What follows belongs to an exercise in optimizing a design on an open flow for small area, a short achievable clock period and few clock cycles per item; a production flow would make more cautious choices. At most, simulation tests tie the RTL to the original design; equivalence was not proved. Only the layout flow was run in run 4; the RTL was not checked for function there.

File: flow/config.mk
export PLATFORM = sky130hd
export DESIGN_NAME = zmt_tile_decoder
export DESIGN_NICKNAME = zmt_tile_decoder
export VERILOG_FILES = /design/flow/design.v
export SDC_FILE = /design/flow/constraint.sdc
export NUM_CORES = 4
export LEC_CHECK = 0
export CAP_MARGIN = 20
export CORE_MARGIN = 2
export CORE_UTILIZATION = 65
export CTS_CLUSTER_DIAMETER = 100
export CTS_CLUSTER_SIZE = 25
export PLACE_DENSITY = 0.72
export SLEW_MARGIN = 20
export SYNTH_MEMORY_MAX_BITS = 8192
File: flow/flow/run.sh
#!/bin/bash
# The standard layout, with two changes to how it is made:
#  - timing repair is asked to leave a setup margin, so that the period the
#    layout achieves is optimised, not only the 20 ns constraint;
#  - the port buffers that the standard flow inserts are buf_4 cells.
set -euo pipefail
export SETUP_SLACK_MARGIN=14.5
export BUFFER_PORTS_ARGS="-inputs -outputs -buffer_cell sky130_fd_sc_hd__buf_4"
bash standard.sh > standard.log 2>&1
File: flow/design.v
module zmt_tile_decoder (
    input  wire        clk,
    input  wire        rst,
    input  wire        pal_we,
    input  wire [3:0]  pal_idx,
    input  wire [31:0] pal_data,
    input  wire        in_valid,
    output reg         in_ready,
    input  wire [7:0]  in_byte,
    input  wire [1:0]  in_mode,
    output reg         out_valid,
    input  wire        out_ready,
    output reg  [31:0] out_pixel,
    output reg         out_last
);
    localparam LAT = 465;             
    reg [31:0] pal [0:15];
    always @(posedge clk) begin
        if (pal_we)
            pal[pal_idx] <= pal_data;
    end
    reg [1:0]  icnt;
    reg [9:0]  ie0, ie1;
    wire       in_fire = in_valid && in_ready;
    wire       ipop;                  
    wire       ihave = (icnt != 2'd0);
    always @(posedge clk) begin
        if ((icnt == 2'd0) || (icnt == 2'd1 && ipop) || (icnt == 2'd2 && ipop))
            ie0 <= (icnt == 2'd2) ? ie1 : {in_mode, in_byte};
        if (icnt == 2'd1 && !ipop)
            ie1 <= {in_mode, in_byte};
    end
    wire [1:0] icnt_nx = icnt + {1'b0, in_fire} - {1'b0, ipop};
    always @(posedge clk) begin
        if (rst) begin
            icnt     <= 2'd0;
            in_ready <= 1'b0;
        end else begin
            icnt     <= icnt_nx;
            in_ready <= (icnt_nx != 2'd2);
        end
    end
    localparam SL_UND = 2'd0, SL_REAL = 2'd1, SL_BUB = 2'd2;
    reg [8:0] pos;                    
    reg [1:0] sl;                     
    reg [1:0] cur_mode;
    reg       prev_real;              
    reg [1:0] prev_mode;
    reg       br_v, br_ph, br_last;
    reg [7:0] br_byte;
    reg [1:0] br_mode;
    wire      pipe_en;
    reg  step;
    assign ipop = step && ((sl == SL_REAL) || (sl == SL_UND && ihave));
    wire       late      = (pos >= LAT);            
    wire       elem_v    = late ? (sl == SL_REAL) : prev_real;
    wire [1:0] elem_mode = late ? cur_mode : prev_mode;
    wire       elem_last = (pos == LAT - 1);
    wire       slot_end  = step && (pos == 9'd511);
    wire [1:0] sl_nx     = slot_end ? SL_UND :
                           (step && sl == SL_UND) ? (ihave ? SL_REAL : SL_BUB) : sl;
    wire       prev_nx   = slot_end ? (sl == SL_REAL) : prev_real;
    wire       br_v_nx   = step ? elem_v : ((br_v && br_ph && pipe_en) ? 1'b0 : br_v);
    wire       br_ph_nx  = step ? 1'b0 : ((br_v && pipe_en) ? 1'b1 : br_ph);
    wire       full_nx;
    wire       ihave_nx  = (icnt_nx != 2'd0);
    wire       in_ok_nx  = (sl_nx == SL_REAL) ? ihave_nx :
                           (sl_nx == SL_BUB)  ? 1'b1 : (ihave_nx || prev_nx);
    wire       step_nx   = in_ok_nx && (!br_v_nx || (br_ph_nx && !full_nx));
    always @(posedge clk) begin
        if (rst) begin
            pos       <= 9'd0;
            sl        <= SL_UND;
            prev_real <= 1'b0;
            step      <= 1'b0;
        end else begin
            if (step)
                pos <= pos + 9'd1;
            sl        <= sl_nx;
            prev_real <= prev_nx;
            step      <= step_nx;
        end
    end
    always @(posedge clk) begin
        if (step && sl == SL_UND)
            cur_mode <= ie0[9:8];
        if (step && pos == 9'd511)
            prev_mode <= cur_mode;
    end
    wire [7:0] n0, n1, n2, n3, n4, n5, n6, n7, n8;
    assign n0 = ie0[7:0];
    zmt_xstage #(.I(5), .J(4), .LS(0))   u_s0 (.clk(clk), .en(step), .pos(pos), .x(n0), .y(n1));
    zmt_xstage #(.I(4), .J(0), .LS(16))  u_s1 (.clk(clk), .en(step), .pos(pos), .x(n1), .y(n2));
    zmt_xstage #(.I(6), .J(5), .LS(31))  u_s2 (.clk(clk), .en(step), .pos(pos), .x(n2), .y(n3));
    zmt_xstage #(.I(5), .J(1), .LS(63))  u_s3 (.clk(clk), .en(step), .pos(pos), .x(n3), .y(n4));
    zmt_xstage #(.I(7), .J(6), .LS(93))  u_s4 (.clk(clk), .en(step), .pos(pos), .x(n4), .y(n5));
    zmt_xstage #(.I(6), .J(2), .LS(157)) u_s5 (.clk(clk), .en(step), .pos(pos), .x(n5), .y(n6));
    zmt_xstage #(.I(8), .J(7), .LS(217)) u_s6 (.clk(clk), .en(step), .pos(pos), .x(n6), .y(n7));
    zmt_xstage #(.I(7), .J(3), .LS(345)) u_s7 (.clk(clk), .en(step), .pos(pos), .x(n7), .y(n8));
    always @(posedge clk) begin
        if (rst) begin
            br_v  <= 1'b0;
            br_ph <= 1'b0;
        end else begin
            br_v  <= br_v_nx;
            br_ph <= br_ph_nx;
        end
    end
    always @(posedge clk) begin
        if (step) begin
            br_byte <= n8;
            br_mode <= elem_mode;
            br_last <= elem_last;
        end
    end
    function [15:0] mixu;             
        input [7:0] p;
        input [7:0] q;
        input [7:0] a;
        integer     i;
        reg  [15:0] u;
        begin
            u = 16'd128;
            for (i = 0; i < 8; i = i + 1)
                u = u + ((a[i] ? {8'd0, q} : {8'd0, p}) << i);
            mixu = u;
        end
    endfunction
    function [7:0] mixr;              
        input [15:0] u;
        reg   [16:0] v;
        begin
            v    = {1'b0, u} + {9'd0, u[15:8]};
            mixr = v[15:8];
        end
    endfunction
    function [63:0] blendu;
        input [31:0] d;
        input [31:0] s;
        input [7:0]  a;
        begin
            blendu = {mixu(d[31:24], s[31:24], a), mixu(d[23:16], s[23:16], a),
                      mixu(d[15:8],  s[15:8],  a), mixu(d[7:0],   s[7:0],   a)};
        end
    endfunction
    function [31:0] blendr;
        input [63:0] u;
        begin
            blendr = {mixr(u[63:48]), mixr(u[47:32]), mixr(u[31:16]), mixr(u[15:0])};
        end
    endfunction
    wire [31:0] p0 = pal[0];
    reg        s1_v, s1_last;
    reg [1:0]  s1_mode;
    reg [31:0] s1_src;
    reg [7:0]  s1_a;
    wire [3:0]  nib = br_ph ? br_byte[3:0] : br_byte[7:4];
    wire [31:0] col = pal[nib];
    always @(posedge clk) begin
        if (rst)
            s1_v <= 1'b0;
        else if (pipe_en)
            s1_v <= br_v;
        if (pipe_en) begin
            s1_last <= br_last && br_ph;
            s1_mode <= br_mode;
            s1_src  <= col;
            s1_a    <= (br_mode == 2'd0) ? 8'hff : col[7:0];
        end
    end
    reg        s2_v, s2_last;
    reg [1:0]  s2_mode;
    reg [63:0] s2_u;
    always @(posedge clk) begin
        if (rst)
            s2_v <= 1'b0;
        else if (pipe_en)
            s2_v <= s1_v;
        if (pipe_en) begin
            s2_last <= s1_last;
            s2_mode <= s1_mode;
            s2_u    <= blendu(p0, s1_src, s1_a);
        end
    end
    reg        s3_v, s3_last;
    reg [31:0] s3_res;
    reg [7:0]  s3_a;
    wire [31:0] once = blendr(s2_u);
    always @(posedge clk) begin
        if (rst)
            s3_v <= 1'b0;
        else if (pipe_en)
            s3_v <= s2_v;
        if (pipe_en) begin
            s3_last <= s2_last;
            s3_res  <= once;
            s3_a    <= (s2_mode == 2'd3) ? once[7:0] : 8'hff;
        end
    end
    reg        s4_v, s4_last;
    reg [63:0] s4_u;
    always @(posedge clk) begin
        if (rst)
            s4_v <= 1'b0;
        else if (pipe_en)
            s4_v <= s3_v;
        if (pipe_en) begin
            s4_last <= s3_last;
            s4_u    <= blendu(p0, s3_res, s3_a);
        end
    end
    wire [31:0] s5_pix = blendr(s4_u);
    wire        push   = pipe_en && s4_v;
    reg        full;
    reg [31:0] sp_pix;
    reg        sp_last;
    wire       pop = out_valid && out_ready;
    assign pipe_en = !full;
    assign full_nx = (pop || !out_valid) ? 1'b0 : (push ? 1'b1 : full);
    always @(posedge clk) begin
        if (rst) begin
            out_valid <= 1'b0;
            full      <= 1'b0;
        end else begin
            if (pop || !out_valid)
                out_valid <= full || push;
            full <= full_nx;
        end
    end
    always @(posedge clk) begin
        if (pop || !out_valid) begin
            out_pixel <= full ? sp_pix  : s5_pix;
            out_last  <= full ? sp_last : s4_last;
        end
        if (push && out_valid && !pop) begin
            sp_pix  <= s5_pix;
            sp_last <= s4_last;
        end
    end
endmodule
module zmt_xstage #(
    parameter I  = 1,
    parameter J  = 0,
    parameter LS = 0
) (
    input  wire       clk,
    input  wire       en,
    input  wire [8:0] pos,
    input  wire [7:0] x,
    output wire [7:0] y
);
    localparam D = (1 << I) - (1 << J);
    localparam [8:0] LSP = LS;
    reg  [8*D-1:0] dl;
    wire [8:0]     n     = pos - LSP;
    wire           xsel = n[I] && !n[J];
    wire [7:0]     dlo   = dl[8*D-1 -: 8];
    wire [7:0]     dli   = xsel ? dlo : x;
    assign y = xsel ? x : dlo;
    always @(posedge clk) begin
        if (en) begin
            if (D > 1)
                dl <= {dl[8*D-9:0], dli};
            else
                dl <= dli;
        end
    end
endmodule
File: flow/standard.sh
#!/bin/bash
# synth_recipe.tcl (not shown) runs the flow's synth.tcl, then flattens the netlist and writes it again
# the make line also repeats each setting of config.mk as NAME=value (left out here)
make -C /OpenROAD-flow-scripts/flow DESIGN_CONFIG=/design/flow/config.mk WORK_HOME=/design/flow/orfs CLKGATE_MAP_FILE= SYNTH_SCRIPT=/design/flow/synth_recipe.tcl "${@:-finish}"
File: flow/constraint.sdc
create_clock -name core_clock -period 20.0 [get_ports {clk}]
set_input_delay 4.0000 -clock core_clock [delete_from_list [all_inputs] [get_ports {clk}]]
set_output_delay 4.0000 -clock core_clock [all_outputs]
set_load 0.01 [all_outputs]
==> summary.md, run 1 <==
| Metric | Value |
|---|---|
| Outcome | `finished with violations` |
| Failed Checks | `antenna rules` |
| Xor/xnor share of the synthesized area | `0.751%` |
| Hold Crit Class | `reg2reg` |
| Final wirelength | `256000 um` |
| Top Ports | `86` |
| Min-Delay Path Depth | `0` |
| Critical-path maximum fanout | `1` |
| Fillers | `15100` |
| Hpwl dp | `145000 um` |
| Seq/Total Area, Yosys | `82.8%` |
| Crit path DAT | `1.47 ns` |
| Synthesized-area fraction occupied by adder cells | `6.09%` |
| TritonCTS clock tree | `yes` |
| Worst Setup End Kind | `primary output` |
| Vias in the first global route | `65100` |
| Largest net degree at the start of global routing | `210` |
| EDFF count, synth | `4549` |
| CTS hold repair buffers | `0` |
| Port Buffer Count | `85` |
| Via Count | `65800` |
| Avg Cell Area, Syn | `21.6 um2` |
| Antenna Nets Post-Route | `1` |
| Total GRT Usage | `19.8%` |
| Die X | `509 um` |
| Post-Synth Simple-Gate Area | `1.80%` |
| Buf/Inv on CP | `1` |
| Worst Setup Start Kind | `flip-flop` |
| Worst-path clk slew | `0.09 ns` |
| Max_slew headroom | `23.4%` |
| Die area | `0.259 mm2` |
| Setup Skew | `0.0599 ns` |
| Final Hold Vio Count | `0` |
| Clock Sinks | `4573` |
| CP delay by family, top | `flip-flops` |
| Core area | `0.254 mm2` |
| Synth cell types | `76` |
| Max Clk Rate | `183 MHz` |
| Cells after synthesis | `7650` |
| Crit-path max cell delay | `0.46 ns` |
| Routability cong. | `0.825` |
| Vias per cell | `5.82` |
| Slew @ Worst Pin | `1.15 ns` |
| Place WS | `13.46 ns` |
| Share of layout cells above drive strength 1 | `11.6%` |
| Fin nets | `8545` |
| Highest-count cells in the layout ignoring fill and taps | `edfxtp_1 (4549), inv_1 (376), mux2i_1 (327)` |
| Post-route worst setup slack | `14.53 ns` |
| 1st-pass router iterations | `5` |
| Register-to-Register Path Depth | `14` |
| Main combinational cell family by area after synthesis | `adder cells` |
| Max-cap violations | `0` |
| Most used DFF post-synth | `edfxtp_1` |
| Gr ovfl total | `0` |
| Fin crit period | `5.47 ns` |
| Num rows | `185` |
| Num CTS Buffers | `204` |
| Fin Setup TNS | `0 ns` |
| Violation count after the first detailed-route iteration | `6329` |
| Ys Warns | `9` |
| Worst Path Required | `16.00 ns` |
| Cell Area, Synth | `0.166 mm2` |
| Period utilisation layout | `27.4%` |
| Critical Path Stages | `1` |
| Worst-Skew Late Latency | `0.89 ns` |
| Yosys reg bits | `4573` |
| Die Y | `509 um` |
| Wire per inst | `22.6 um` |
| Slowest stage cell, crit path | `edfxtp_1` |
| Synth-to-Final Area Change | `6.87%` |
| Root buf cell | `clkbuf_16` |
| DP Area | `0.170 mm2` |
| Crit path cell chain | `buf_6` |
| Area of the multi-input gates | `0.0263 mm2` |
| DRC errors left | `0` |
| Crit path kind | `reg2out` |
| Final Max Slew Viols | `0` |
| Clock Path Buffers | `3` |
| Final setup violating endpoints | `0` |
| Post-synthesis compound-gate area fraction | `1.47%` |
| Mux contribution to synthesized area | `5.68%` |
| H-tree levels | `4` |
| RSZ-0062 raised after global routing | `true` |
| Final Instance Area | `0.177 mm2` |
| Starting Density | `65.2%` |
| Async SR Flop Fraction | `0%` |
| Leading cell type in the layout, fill and taps excluded | `edfxtp_1` |
| Reg area | `0.137 mm2` |
| Initial antenna violation count | `20` |
| First-pass GRT wire length | `390000 um` |
## synth_stat cells, types with 4 or more instances
master	n	area share, %
edfxtp_1	4549	83
inv_1	377	0.85
mux2i_1	331	2.0
ha_1	319	2.4
fa_1	304	3.7
mux2_2	285	1.9
nand2_1	230	0.52
mux4_2	128	1.7
nor2_1	123	0.28
clkbuf_1	119	0.27
xnor2_1	97	0.51
a21oi_1	73	0.22
o21ai_0	60	0.18
a31oi_1	52	0.20
nand3_1	52	0.16
nor3_1	47	0.14
buf_1	46	0.10
xor2_1	43	0.23
and2_1	39	0.15
a211oi_1	38	0.17
o211ai_1	29	0.13
a21o_1	26	0.12
dfxtp_1	24	0.29
nand4_1	23	0.087
and3_1	21	0.079
buf_2	21	0.063
nor2b_1	19	0.072
buf_4	17	0.077
nand2b_1	15	0.057
or4_1	12	0.054
nor3b_1	11	0.050
a2111oi_0	9	0.048
or2_1	9	0.034
a221oi_2	8	0.073
a31o_2	7	0.037
nor4_1	7	0.026
a2111o_1	5	0.034
o211a_1	5	0.030
o21a_1	5	0.023
or2_2	5	0.019
or3_1	5	0.019
a21boi_0	4	0.018
## stage by stage
step | util, % | hold WS, ns | cells
2_1_floorplan | - | 0.400 | 7650
3_3_place_gp | 67.2 | 0.400 | 11000
3_5_place_dp | 67.2 | 0.405 | 11000
4_1_cts | 69.5 | 0.403 | 11300
5_1_grt | 69.7 | 0.409 | 11300
6_report | 69.7 | 0.401 | 11300
## cells by family (layout without fill, tap and decap cells)
| family | count (synthesis) | after routing |
|---|---|---|
| fa+ha+maj | 623 | 623 |
| simple gates | 629 | 629 |
| compound gates | 355 | 355 |
| buf+inv | 585 | 869 |
| other cells | 0 | 16 |
| xor+xnor | 141 | 141 |
| mux | 744 | 744 |
| flops | 4573 | 4573 |
## routing by layer
layer  part of all wire [%]  vias to the layer above  GRT usage, %
li1                       -                    29800             -
met1                     47                    34100          31.6
met2                     46                     1595          30.2
met3                    5.0                      325          2.44
met4                    2.1                        4          4.44
met5                 0.0078                        -             0
## state kept, by name (all words and copies together) (netlist names), 32 cells and up
| name | flops |
|---|---|
| s4_u | 64 |
| s2_u | 64 |
| sp_pix | 32 |
| u_s7.dl | 960 |
| pal | 512 |
| out_pixel | 32 |
| u_s2.dl | 256 |
| u_s4.dl | 512 |
| s1_src | 32 |
| u_s3.dl | 240 |
| u_s0.dl | 128 |
| u_s1.dl | 120 |
| u_s5.dl | 480 |
| s3_res | 32 |
| u_s6.dl | 1024 |
## worst paths after layout
check                                    from             to  slack (ns)
worst min register to register   u_s7.dl[884]   u_s7.dl[892]        0.40
worst max register to register        s3_a[5]       s4_u[47]       14.70
worst max-delay path            out_pixel[14]  out_pixel[14]       14.53
worst min-delay path             u_s7.dl[884]   u_s7.dl[892]        0.40
## area by class of cell
cell class	instances	area share, %
Multi-Input combinational cell	2492	14.8
Inverter	379	0.808
Sequential cell	4573	77.5
Timing Repair Buffer	221	1.20
Clock inverter	20	0.206
Antenna cell	16	0.0226
Clock buffer	249	3.03
Tap cell	3366	2.38
## what timing repair did
item | 4_1_cts | 5_1_grt
setup endpoints to repair | 178 | 181
buffers inserted | 1 | 36
gates cloned | 0 | 2
resized for setup | 19 | 28
Testbench counts, summed over its fixed seeds: cycles 69,312, tiles 64.
==> inputs of run 2 (changes only) <==
==> flow/flow/run.sh (replaced) <==
#!/bin/bash
# The standard layout, with these changes to how it is made:
#  - timing repair is asked to leave a setup margin, so that the period the
#    layout achieves is optimised, not only the 20 ns constraint;
#  - the port buffers that the standard flow inserts are buf_4 cells;
#  - if the routed layout still has an antenna violation, the layout is made
#    again from scratch at another placement density (at most three tries).
# Each try's output goes to standard_<density>.log; the ORFS logs of the
# last try are under orfs/logs.
set -uo pipefail
export SETUP_SLACK_MARGIN=14.5
export BUFFER_PORTS_ARGS="-inputs -outputs -buffer_cell sky130_fd_sc_hd__buf_4"
ant=orfs/reports/${FLOW_PLATFORM}/zmt_tile_decoder/base/drt_antennas.log
for d in 0.72 0.69 0.75; do
  rm -rf orfs out/final.def
  export PLACE_DENSITY=$d
  if bash standard.sh > standard_$d.log 2>&1 && [[ -f out/final.def ]]; then
    if ! grep -q '^Net:' "$ant" 2>/dev/null; then
      exit 0
    fi
    echo "density $d: antenna violations left, trying again" >> tries.log
  else
    echo "density $d: flow failed, trying again" >> tries.log
  fi
done
[[ -f out/final.def ]]
--- a/flow/config.mk
+++ b/flow/config.mk
@@ -10,6 +10,5 @@
 export CORE_UTILIZATION = 65
 export CTS_CLUSTER_DIAMETER = 100
 export CTS_CLUSTER_SIZE = 25
-export PLACE_DENSITY = 0.72
 export SLEW_MARGIN = 20
 export SYNTH_MEMORY_MAX_BITS = 8192
==> run 2 against run 1 <==
The run now finishes clean. Fmax is 1.1% lower. Setup slack worse by 0.060 ns. Largest cell class unchanged.
==> summary.md, run 2 <==
| Metric | Value |
|---|---|
| H-tree levels | `4` |
| Leading cell type in the layout, fill and taps excluded | `edfxtp_1` |
| Worst Path Required | `16.00 ns` |
| Final Instance Count excl. Fillers | `11300` |
| Total GRT Usage | `18.7%` |
| Antenna Nets Post-Route | `0` |
| Crit path DAT | `1.53 ns` |
| Placed Instances | `11000` |
| Seq/Total Area, Yosys | `82.8%` |
| Fillers | `15400` |
| Port Buffer Count | `85` |
| Buf/Inv on CP | `1` |
| Leading post-synthesis cells by cell area | `edfxtp_1 (83%), fa_1 (3.7%), ha_1 (2.4%)` |
| Synth-to-Final Area Change | `6.79%` |
| TritonCTS clock tree | `yes` |
| 1st-pass router iterations | `5` |
| Fin crit period | `5.53 ns` |
| Largest Register | `u_s6.dl` |
| Final setup violating endpoints | `0` |
| Share of layout cells above drive strength 1 | `11.5%` |
| Worst Setup Start Kind | `flip-flop` |
| Outcome | `complete, no violations` |
| DRC errors left | `0` |
| CTS hold repair buffers | `0` |
| Vias per cell | `5.79` |
| Top-area cell type share of the netlist area | `82.5%` |
| Final wirelength | `244000 um` |
| Gr ovfl total | `0` |
| Core area | `0.254 mm2` |
| Worst-path clk slew | `0.09 ns` |
| Largest net degree at the start of global routing | `197` |
| Root buf cell | `clkbuf_16` |
| Routability cong. | `0.801` |
| Clock Path Buffers | `3` |
| Hold Crit Class | `reg2reg` |
| Crit path cell chain | `buf_6` |
| Max_slew headroom | `28.4%` |
| Max Clk Rate | `181 MHz` |
| Synth cell count leaders | `edfxtp_1 (4549), inv_1 (377), mux2i_1 (331), ha_1 (319), fa_1 (304)` |
| Crit-path max cell delay | `0.51 ns` |
| Synth cell types | `76` |
| Top Ports | `86` |
| Hpwl dp | `138000 um` |
| Worst Setup End Kind | `primary output` |
| Slew @ Worst Pin | `1.07 ns` |
| Die area | `0.259 mm2` |
| Die Y | `509 um` |
| Vias in the first global route | `64300` |
| Avg Cell Area, Syn | `21.6 um2` |
| Most used DFF post-synth | `edfxtp_1` |
| Period utilisation layout | `27.7%` |
| Fin nets | `8536` |
| Async SR Flop Fraction | `0%` |
| Final Instance Area | `0.177 mm2` |
| Final Max Slew Viols | `0` |
| Largest area contributor in the synthesized netlist | `edfxtp_1` |
| Violation count after the first detailed-route iteration | `6314` |
| Critical-path maximum fanout | `1` |
| Worst-Skew Late Latency | `0.90 ns` |
| Largest regs | `u_s6.dl (1024), u_s7.dl (960)` |
| Num rows | `185` |
| Via Count | `65500` |
| Max reg flops | `1024` |
| CP delay by family, top | `flip-flops` |
| Starting Density | `65.2%` |
| Slowest stage cell, crit path | `edfxtp_1` |
| Setup Skew | `0.0644 ns` |
| First-pass GRT wire length | `373000 um` |
| RSZ-0062 raised after global routing | `true` |
| Clock Sinks | `4573` |
| Max-cap violations | `0` |
| Wire per inst | `21.5 um` |
| Crit path kind | `reg2out` |
| Cells after synthesis | `7650` |
| Yosys reg bits | `4573` |
| DP Area | `0.170 mm2` |
| Highest-count cells in the layout ignoring fill and taps | `edfxtp_1 (4549), inv_1 (376), mux2i_1 (327)` |
| Num CTS Buffers | `205` |
| Ys Warns | `9` |
| Final Hold Vio Count | `0` |
| Die X | `509 um` |
| Cell Area, Synth | `0.166 mm2` |
| Initial antenna violation count | `16` |
| Most numerous cell in the Yosys netlist | `edfxtp_1` |
| Fin Setup TNS | `0 ns` |
| EDFF count, synth | `4549` |
## run 2: cell count changes in the layout (fill, tap and decap cells not counted), moves of 2 or more
| cell | previous run | this run |
|---|---|---|
| inv_12 | 0 | 3 |
| diode_2 | 16 | 8 |
| clkinv_8 | 1 | 3 |
| inv_16 | 7 | 5 |
| buf_12 | 22 | 19 |
| clkbuf_1 | 41 | 52 |
| buf_4 | 164 | 158 |
| clkbuf_16 | 210 | 205 |
| inv_6 | 2 | 4 |
## run 2: worst register-to-register path: stages (launching register included)
cell and delay (ns):
edfxtp_1 0.38, buf_8 0.33, mux2_2 0.43, fa_1 0.46, fa_1 0.56, fa_1 0.41
ha_1 0.29, ha_1 0.22, fa_1 0.47, a21o_1 0.17, a21oi_1 0.22, o21ai_0 0.14
or4_1 0.45, a2111o_1 0.39, o211a_1 0.14
## run 2: final cells by class
type | instances | area [um2] | share of cell area, %
Tap cell | 3366 | 4210 | 2.38
Clock buffer | 257 | 5330 | 3.01
Multi-Input combinational cell | 2492 | 26300 | 14.9
Antenna cell | 8 | 20.0 | 0.0113
Clock inverter | 25 | 440 | 0.249
Timing Repair Buffer | 211 | 1980 | 1.12
Inverter | 379 | 1430 | 0.809
Sequential cell | 4573 | 137000 | 77.6
## run 2: cells by family after synthesis
kind of cell	count (synthesis)	synth area share [%]
flip-flops	4573	82.8
multiplexers	744	5.68
AND/OR/NAND/NOR	629	1.80
adder cells (fa/ha/maj)	623	6.09
buffers and inverters	585	1.39
AO/OA/AOI/OAI	355	1.47
XOR/XNOR	141	0.751
## run 2: final timing paths
check	startpoint	to	slack, ns	cells after the start
worst max-delay path	out_last	out_last	14.47	1
worst min-delay path	s1_mode[1]	s2_mode[1]	0.39	0
worst max register to register	s3_a[3]	s4_u[47]	14.71	14
worst min register to register	s1_mode[1]	s2_mode[1]	0.39	0
## run 2: per-stage QoR
stage / worst slack, ns / utilization [%] / hold WS (ns)
floorplan: -9.29 / - / 0.400
global placement: 14.05 / 67.2 / 0.400
detailed placement: 13.81 / 67.2 / 0.405
CTS: 14.34 / 69.5 / 0.387
global route: 14.40 / 69.7 / 0.402
finish: 14.47 / 69.7 / 0.392
## run 2: repair_timing
item	CTS	global route
buffers inserted	0	29
gates resized for setup	19	27
endpoints found under the setup margin	335	334
gates cloned	0	0
## run 2: per-layer routing
layer	global-route usage (%)	wire, um	vias to the layer above
li1	-	-	29800
met1	30.3	119000	34200
met2	27.6	109000	1189
met3	2.23	9480	317
met4	5.12	5880	0
met5	0	0	-
==> inputs of run 3 (changes only) <==
--- a/flow/flow/run.sh
+++ b/flow/flow/run.sh
@@ -11,7 +11,7 @@
 export SETUP_SLACK_MARGIN=14.5
 export BUFFER_PORTS_ARGS="-inputs -outputs -buffer_cell sky130_fd_sc_hd__buf_4"
 ant=orfs/reports/${FLOW_PLATFORM}/zmt_tile_decoder/base/drt_antennas.log
-for d in 0.72 0.69 0.75; do
+for d in 0.69 0.72 0.75; do
   rm -rf orfs out/final.def
   export PLACE_DENSITY=$d
   if bash standard.sh > standard_$d.log 2>&1 && [[ -f out/final.def ]]; then
--- a/flow/config.mk
+++ b/flow/config.mk
@@ -10,5 +10,6 @@
 export CORE_UTILIZATION = 65
 export CTS_CLUSTER_DIAMETER = 100
 export CTS_CLUSTER_SIZE = 25
+export GPL_TIMING_DRIVEN = 0
 export SLEW_MARGIN = 20
 export SYNTH_MEMORY_MAX_BITS = 8192
==> run 3 against run 2 <==
Via count increased by 1.9%. First-iteration DRC count shrank 3.3%. Final area grew 1.6%. Core utilization up 1.1 points. Register-to-register slack got worse by 0.04 ns. Highest routed layer is now met5.
==> summary.md, run 3 <==
| Metric | Value |
|---|---|
| Setup Skew | `0.0832 ns` |
| Slew @ Worst Pin | `1.03 ns` |
| Outcome | `complete, no violations` |
| Post-route worst setup slack | `14.58 ns` |
| Max_slew headroom | `30.6%` |
| Avg Cell Area, Syn | `21.6 um2` |
| Total GRT Usage | `21.0%` |
| Fin Setup TNS | `0 ns` |
| Place WS | `13.75 ns` |
| Port Buffer Count | `85` |
| Async SR Flop Fraction | `0%` |
| Most used DFF post-synth | `edfxtp_1` |
| Wire per inst | `23.6 um` |
| End-of-flow core utilization | `70.8%` |
| Cells after synthesis | `7650` |
| CP delay by family, top | `flip-flops` |
| Num CTS Buffers | `204` |
| Max Clk Rate | `185 MHz` |
| Slowest stage cell, crit path | `edfxtp_1` |
| DRC errors left | `0` |
| Max-cap violations | `0` |
| Routability cong. | `0.862` |
| Worst-path clk slew | `0.09 ns` |
| Hpwl dp | `167000 um` |
| Ys Warns | `9` |
| TritonCTS clock tree | `yes` |
| Root buf cell | `clkbuf_16` |
| Violation count after the first detailed-route iteration | `6103` |
| Placed Instances | `11200` |
| Num rows | `185` |
| Crit path cell chain | `buf_6` |
| Synth cell types | `76` |
| Crit path kind | `reg2out` |
| Largest net degree at the start of global routing | `68` |
| Top-area cell type share of the netlist area | `82.5%` |
| Critical-path maximum fanout | `1` |
| CTS hold repair buffers | `0` |
| Leading post-synthesis cells by cell area | `edfxtp_1 (83%), fa_1 (3.7%), ha_1 (2.4%)` |
| Final Instance Area | `0.180 mm2` |
| Largest regs | `u_s6.dl (1024), u_s7.dl (960)` |
| Fin nets | `8765` |
| Clock Sinks | `4573` |
| Worst Path Required | `16.00 ns` |
| H-tree levels | `4` |
| Die area | `0.259 mm2` |
| Seq/Total Area, Yosys | `82.8%` |
| Leading cell type in the layout, fill and taps excluded | `edfxtp_1` |
| Buf/Inv on CP | `1` |
| Die Y | `509 um` |
| Yosys reg bits | `4573` |
| Fin crit period | `5.42 ns` |
| Vias in the first global route | `66300` |
| 1st-pass router iterations | `6` |
| Crit path DAT | `1.42 ns` |
| Die X | `509 um` |
| Synth cell count leaders | `edfxtp_1 (4549), inv_1 (377), mux2i_1 (331), ha_1 (319), fa_1 (304)` |
| Starting Density | `65.2%` |
| Final Hold Vio Count | `0` |
| Via Count | `66700` |
| Final wirelength | `272000 um` |
| Period utilisation layout | `27.1%` |
| Highest-count cells in the layout ignoring fill and taps | `edfxtp_1 (4549), inv_1 (376), mux2i_1 (327)` |
| Fin Hold WS | `0.397 ns` |
| Largest area contributor in the synthesized netlist | `edfxtp_1` |
| Initial antenna violation count | `27` |
| Final Max Slew Viols | `0` |
| Synth-to-Final Area Change | `8.48%` |
| RSZ-0062 raised after global routing | `true` |
| Final Instance Count excl. Fillers | `11500` |
| Cell Area, Synth | `0.166 mm2` |
| Largest Register | `u_s6.dl` |
| Final setup violating endpoints | `0` |
| Top Ports | `86` |
| Worst Setup Start Kind | `flip-flop` |
| Gr ovfl total | `0` |
| Core area | `0.254 mm2` |
| Worst-Skew Late Latency | `0.92 ns` |
| First-pass GRT wire length | `406000 um` |
| Max reg flops | `1024` |
| Antenna Nets Post-Route | `0` |
| Worst Setup End Kind | `primary output` |
| Most numerous cell in the Yosys netlist | `edfxtp_1` |
| Hold Crit Class | `reg2reg` |
| Vias per cell | `5.78` |
| DP Area | `0.173 mm2` |
| EDFF count, synth | `4549` |
| Crit-path max cell delay | `0.42 ns` |
| Clock Path Buffers | `3` |
| Share of layout cells above drive strength 1 | `13.2%` |
## run 3: cell counts after synthesis
Identical to the previous run, type by type.
## run 3: area by class of cell
| type | instances | area, um2 |
|---|---|---|
| buffer | 206 | 1240 |
| timing repair buffer | 235 | 3440 |
| multi-input combinational | 2492 | 26300 |
| antenna | 21 | 52.6 |
| inverter | 379 | 1420 |
| fill | 15100 | 74100 |
| tap | 3366 | 4210 |
| sequential | 4573 | 137000 |
| clock buffer | 236 | 5230 |
| clock inverter | 25 | 549 |
## run 3: routing by layer
layer  global-route usage [%]  part of all wire [%]
met1                     32.3                    47
met2                     32.6                    46
met3                     2.69                   4.1
met4                     5.65                   2.5
met5                        0                0.0044
## run 3: cell families after synthesis
group,synth area share [%]
AO/OA/AOI/OAI,1.47
XOR/XNOR,0.751
adder cells (fa/ha/maj),6.09
buffers and inverters,1.39
flip-flops,82.8
multiplexers,5.68
AND/OR/NAND/NOR,1.80
## run 3: path summary, 6_finish.rpt
kind | startpoint | cells past startpoint | slack [ns] | to
max | out_pixel[28] | 1 | 14.58 | out_pixel[28]
min | u_s2.dl[80] | 0 | 0.40 | u_s2.dl[88]
max reg2reg | s3_a[1] | 16 | 14.67 | s4_u[15]
min reg2reg | u_s2.dl[80] | 0 | 0.40 | u_s2.dl[88]
## run 3: what timing repair did
action | CTS | global route
resized for setup | 169 | 118
buffers inserted | 12 | 24
pin swaps | 0 | 1
setup endpoints to repair | 33 | 13
==> inputs of run 4 (changes only) <==
==> flow/design.v (replaced) <==
module zmt_tile_decoder (
    input  wire        clk,
    input  wire        rst,
    input  wire        pal_we,
    input  wire [3:0]  pal_idx,
    input  wire [31:0] pal_data,
    input  wire        in_valid,
    output wire        in_ready,
    input  wire [7:0]  in_byte,
    input  wire [1:0]  in_mode,
    output reg         out_valid,
    input  wire        out_ready,
    output reg  [31:0] out_pixel,
    output reg         out_last
);
    localparam S_LOAD  = 1'b0;
    localparam S_DRAIN = 1'b1;
    reg        state;
    reg [8:0]  wcnt;           
    reg [10:0] rcnt;           
    reg [1:0]  mode_q;         
    reg [31:0] pal [0:15];
    reg [3:0]  nbuf [0:1023];   
    always @(posedge clk) begin
        if (pal_we)
            pal[pal_idx] <= pal_data;
    end
    assign in_ready = (state == S_LOAD);
    wire in_fire = in_valid && in_ready;
    always @(posedge clk) begin
        if (in_fire) begin
            nbuf[{wcnt, 1'b0}] <= in_byte[7:4];
            nbuf[{wcnt, 1'b1}] <= in_byte[3:0];
        end
    end
    always @(posedge clk) begin
        if (in_fire && wcnt == 9'd0)
            mode_q <= in_mode;
    end
    function [7:0] mix;
        input [7:0] p;    
        input [7:0] q;    
        input [7:0] a;    
        reg   [16:0] t;
        begin
            t   = p * (8'd255 - a) + q * a + 17'd128;
            mix = (t + (t >> 8)) >> 8;
        end
    endfunction
    function [31:0] blend;
        input [31:0] d;
        input [31:0] s;
        begin
            blend = {mix(d[31:24], s[31:24], s[7:0]),
                     mix(d[23:16], s[23:16], s[7:0]),
                     mix(d[15:8],  s[15:8],  s[7:0]),
                     mix(d[7:0],   s[7:0],   s[7:0])};
        end
    endfunction
    wire [9:0]  ridx  = rcnt[9:0];
    wire [9:0]  sidx  = {ridx[4:1], ridx[9], ridx[8:5], ridx[0]};
    wire [3:0]  nib   = nbuf[sidx];
    wire [31:0] src   = pal[nib];
    wire [31:0] once  = blend(pal[0], src);
    wire [31:0] twice = blend(pal[0], once);
    reg  [31:0] pix;
    always @(*) begin
        case (mode_q)
            2'd0:    pix = src;
            2'd3:    pix = twice;
            default: pix = once;
        endcase
    end
    wire out_free = !out_valid || out_ready;
    wire issue    = (state == S_DRAIN) && out_free;
    always @(posedge clk) begin
        if (rst) begin
            state     <= S_LOAD;
            wcnt      <= 9'd0;
            rcnt      <= 11'd0;
            out_valid <= 1'b0;
            out_last  <= 1'b0;
        end else begin
            if (in_fire) begin
                wcnt <= wcnt + 9'd1;
                if (wcnt == 9'd511) begin
                    state <= S_DRAIN;
                    rcnt  <= 11'd0;
                end
            end
            if (issue) begin
                out_valid <= 1'b1;
                out_last  <= (rcnt == 11'd1023);
                rcnt      <= rcnt + 11'd1;
                if (rcnt == 11'd1023)
                    state <= S_LOAD;
            end else if (out_ready) begin
                out_valid <= 1'b0;
                out_last  <= 1'b0;
            end
        end
    end
    always @(posedge clk) begin
        if (issue)
            out_pixel <= pix;
    end
endmodule
==> flow/run.sh (new file) <==
#!/bin/bash
# synth_recipe.tcl (not shown) runs the flow's synth.tcl, then flattens the netlist and writes it again
# the make line also repeats each setting of config.mk as NAME=value (left out here)
make -C /OpenROAD-flow-scripts/flow DESIGN_CONFIG=/design/flow/config.mk WORK_HOME=/design/flow/orfs CLKGATE_MAP_FILE= SYNTH_SCRIPT=/design/flow/synth_recipe.tcl finish
--- a/flow/config.mk
+++ b/flow/config.mk
@@ -7,9 +7,7 @@
 export LEC_CHECK = 0
 export CAP_MARGIN = 20
 export CORE_MARGIN = 2
-export CORE_UTILIZATION = 65
-export CTS_CLUSTER_DIAMETER = 100
-export CTS_CLUSTER_SIZE = 25
-export GPL_TIMING_DRIVEN = 0
+export CORE_UTILIZATION = 40
+export PLACE_DENSITY = 0.6
 export SLEW_MARGIN = 20
 export SYNTH_MEMORY_MAX_BITS = 8192
removed: flow/flow/run.sh
removed: flow/standard.sh
==> run 4 against run 3 <==
Area after synthesis grew 32%. Die area grew 110%. Synthesized cell count grew 74%. Non-clock buffer count grew 935. First-iteration DRC count grew 140%. Via count grew 86%. Fmax shrank 72%. Final cell count grew 91%. Worst hold slack gained 0.11 ns. Clock skew grew 0.068 ns. Critical path type is now reg2reg.
==> summary.md, run 4 <==
| Metric | Value |
|---|---|
| Die Y | `744 um` |
| Largest Register | `nbuf` |
| Cells after synthesis | `13300` |
| Leading cell type in the layout, fill and taps excluded | `edfxtp_1` |
| Post-synthesis compound-gate area fraction | `3.80%` |
| Fin crit period | `19.20 ns` |
| Num rows | `271` |
| Worst-Skew Late Latency | `1.13 ns` |
| Crit path kind | `reg2reg` |
| First-pass GRT wire length | `925000 um` |
| Vias in the first global route | `125000` |
| Final wirelength | `648000 um` |
| Wire per inst | `29.3 um` |
| Die X | `744 um` |
| Area of the multi-input gates | `0.0724 mm2` |
| Synth-to-Final Area Change | `15.6%` |
| Antenna Nets Post-Route | `0` |
| Clock Sinks | `4675` |
| Largest regs | `nbuf (4096), pal (512), out_pixel (32)` |
| Synthesized-area fraction occupied by adder cells | `10.2%` |
| Final Max Slew Viols | `0` |
| Top-area cell type share of the netlist area | `63.6%` |
| Largest area contributor in the synthesized netlist | `edfxtp_1` |
| Most used DFF post-synth | `edfxtp_1` |
| Synth cell types | `95` |
| Max Clk Rate | `52.1 MHz` |
| Initial antenna violation count | `44` |
| Period utilisation layout | `96.0%` |
| Max_slew headroom | `15.4%` |
| Final setup violating endpoints | `0` |
| Vias per cell | `5.63` |
| Via Count | `124000` |
| Crit path DAT | `19.99 ns` |
| Worst Setup End Kind | `flip-flop` |
| Cell Area, Synth | `0.219 mm2` |
| Max reg flops | `4096` |
| Worst Setup Start Kind | `flip-flop` |
| Critical-path maximum fanout | `18` |
| Synth cell count leaders | `edfxtp_1 (4642), inv_1 (1193), nor2_1 (987), mux4_2 (961), fa_1 (752)` |
| Place WS | `-0.480 ns` |
| Largest net degree at the start of global routing | `173` |
| Most used cell, CP | `fa_1` |
| Yosys reg bits | `4675` |
| Root buf cell | `clkbuf_16` |
| Reg area | `0.140 mm2` |
| Gr ovfl total | `0` |
| Main combinational cell family by area after synthesis | `multiplexers` |
| Top Ports | `86` |
| Avg Cell Area, Syn | `16.5 um2` |
| 1st-pass router iterations | `8` |
| Core area | `0.545 mm2` |
| Final Instance Area | `0.253 mm2` |
| Share of layout cells above drive strength 1 | `22.3%` |
| Worst Path Required | `20.79 ns` |
| Highest-count cells in the layout ignoring fill and taps | `edfxtp_1 (4642), inv_1 (1187), buf_4 (1121)` |
| Leading post-synthesis cells by cell area | `edfxtp_1 (64%), mux4_2 (9.9%), fa_1 (6.9%)` |
| TritonCTS clock tree | `yes` |
| Outcome | `complete, no violations` |
| Async SR Flop Fraction | `0%` |
| Fillers | `46600` |
| Post-route worst setup slack | `0.800 ns` |
| Setup Skew | `0.151 ns` |
| Xor/xnor share of the synthesized area | `0.737%` |
| Ys Warns | `1` |
| Slowest stage cell, crit path | `nor3_1` |
| DRC errors left | `0` |
| DP Area | `0.237 mm2` |
| Starting Density | `40.2%` |
| Hold Crit Class | `reg2reg` |
| Hpwl dp | `430000 um` |
| Post-Synth Simple-Gate Area | `5.19%` |
| Final Hold Vio Count | `0` |
| H-tree levels | `5` |
| Num CTS Buffers | `467` |
| Most numerous cell in the Yosys netlist | `edfxtp_1` |
| EDFF count, synth | `4642` |
| Die area | `0.554 mm2` |
| Fin nets | `15800` |
| Max-cap violations | `0` |
| Worst-path clk slew | `0.06 ns` |
| Crit-path max cell delay | `0.93 ns` |
| Clock Path Buffers | `4` |
| Violation count after the first detailed-route iteration | `14900` |
| Seq/Total Area, Yosys | `63.9%` |
| Slew @ Worst Pin | `1.27 ns` |
| Mux contribution to synthesized area | `12.6%` |
| Routability cong. | `0.879` |
| Port Buffer Count | `85` |
| Total GRT Usage | `23.1%` |
[run 4: cell type report]
class | instances | share of cell area, %
flip-flops and latches | 4675 | 55.3
multi-input cells | 6722 | 28.6
repair buffers | 1376 | 4.93
clock buffers | 581 | 4.82
well taps | 7234 | 3.57
inverters | 1200 | 1.79
clock inverters | 275 | 0.947
diodes | 19 | 0.0188
[run 4: what timing repair did]
item                                    4_1_cts  5_1_grt
pin swaps                                     1       23
setup buffers                                 1       49
gates resized for setup                       7      156
cloned                                        0        3
endpoints found under the setup margin       28       32
hold buffers                                  0        0
[run 4: logic make-up (layout without fill, tap and decap cells)]
| logic type | count (synthesis) | in the layout |
|---|---|---|
| AOI/OAI and AO/OA | 1211 | 1211 |
| xor gates and xnor gates | 174 | 174 |
| adders and majority gates | 1335 | 1335 |
| buffers and inverters | 1889 | 3432 |
| DFF | 4675 | 4675 |
| muxes | 1538 | 1538 |
| other | 2 | 33 |
| and+or+nand+nor | 2450 | 2450 |
[run 4: per-layer routing]
layer	vias to the layer above	share of wire [%]	global-route usage (%)
met5	-	0.0096	0
met1	65600	40	31.3
met2	5420	47	37.3
met3	1138	8.3	4.05
met4	10	4.5	8.80
li1	52200	-	-
[run 4: worst max-delay path: cells and delay by family (launching register included)]
kind / cells / cell delay, ns
compound gates: 26 / 4.56
buf+inv: 20 / 2.74
fa+ha+maj: 17 / 7.15
xor+xnor: 2 / 0.39
simple gates: 15 / 3.66
flops: 1 / 0.36
[run 4: worst paths after layout]
check,startpoint,endpoint,slack (ns),cells after the start
max,flip-flop,out_pixel[7],0.80,80
min,out_last,out_last,0.50,2
max reg2reg,flip-flop,out_pixel[7],0.80,80
min reg2reg,out_last,out_last,0.50,2
[run 4: through the flow]
| stage | hold WS (ns) | setup TNS, ns | util [%] | cells |
|---|---|---|---|---|
| after floorplan | 0.452 | 0 | - | 13300 |
| after global placement | 0.462 | -4.96 | 43.5 | 21200 |
| after detailed placement | 0.467 | -6.06 | 43.5 | 21200 |
| after CTS | 0.503 | 0 | 46.2 | 22000 |
| after global routing | 0.515 | -0.0826 | 46.4 | 22100 |
| final | 0.503 | 0 | 46.4 | 22100 |

-- afterwards: timing with drivers on the ports --
No port has a modelled driver above. Below, the same layouts with a new extraction and two added sets of constraints. Step 1 (the two cells are an assumption about what drives the block):
set clk [get_ports {clk}]
set_driving_cell -lib_cell sky130_fd_sc_hd__clkbuf_16 $clk
set_driving_cell -lib_cell sky130_fd_sc_hd__buf_2 [delete_from_list [all_inputs] $clk]
Step 2 adds t to the input delays and takes it off the output delays; t is the mean of the earliest and latest rising clock arrival at the registers after step 1. Input paths then give back, and output paths get back, about the clock's delay inside the block. a / b / c = ideal ports / drivers / drivers and shift; a / b = the first two.
| run | t, ns | slack for setup (ns) | slew at the worst register clock pin (ns) | pins driven straight from the clock port |
|---|---|---|---|---|
| run 1 | 0.950 | 14.528 / 14.434 / 14.151 | 0.10 / 0.10 | 1 |
| run 2 | 0.958 | 14.468 / 14.376 / 14.184 | 0.10 / 0.10 | 1 |
| run 3 | 0.983 | 14.580 / 14.480 / 13.762 | 0.10 / 0.10 | 1 |
| run 4 | 1.208 | 0.800 / 0.800 / 0.800 | 0.09 / 0.09 | 1 |
For run 3, which loses most, drivers alone change the setup slack by -0.100 ns; drivers and shift together by -0.818 ns.
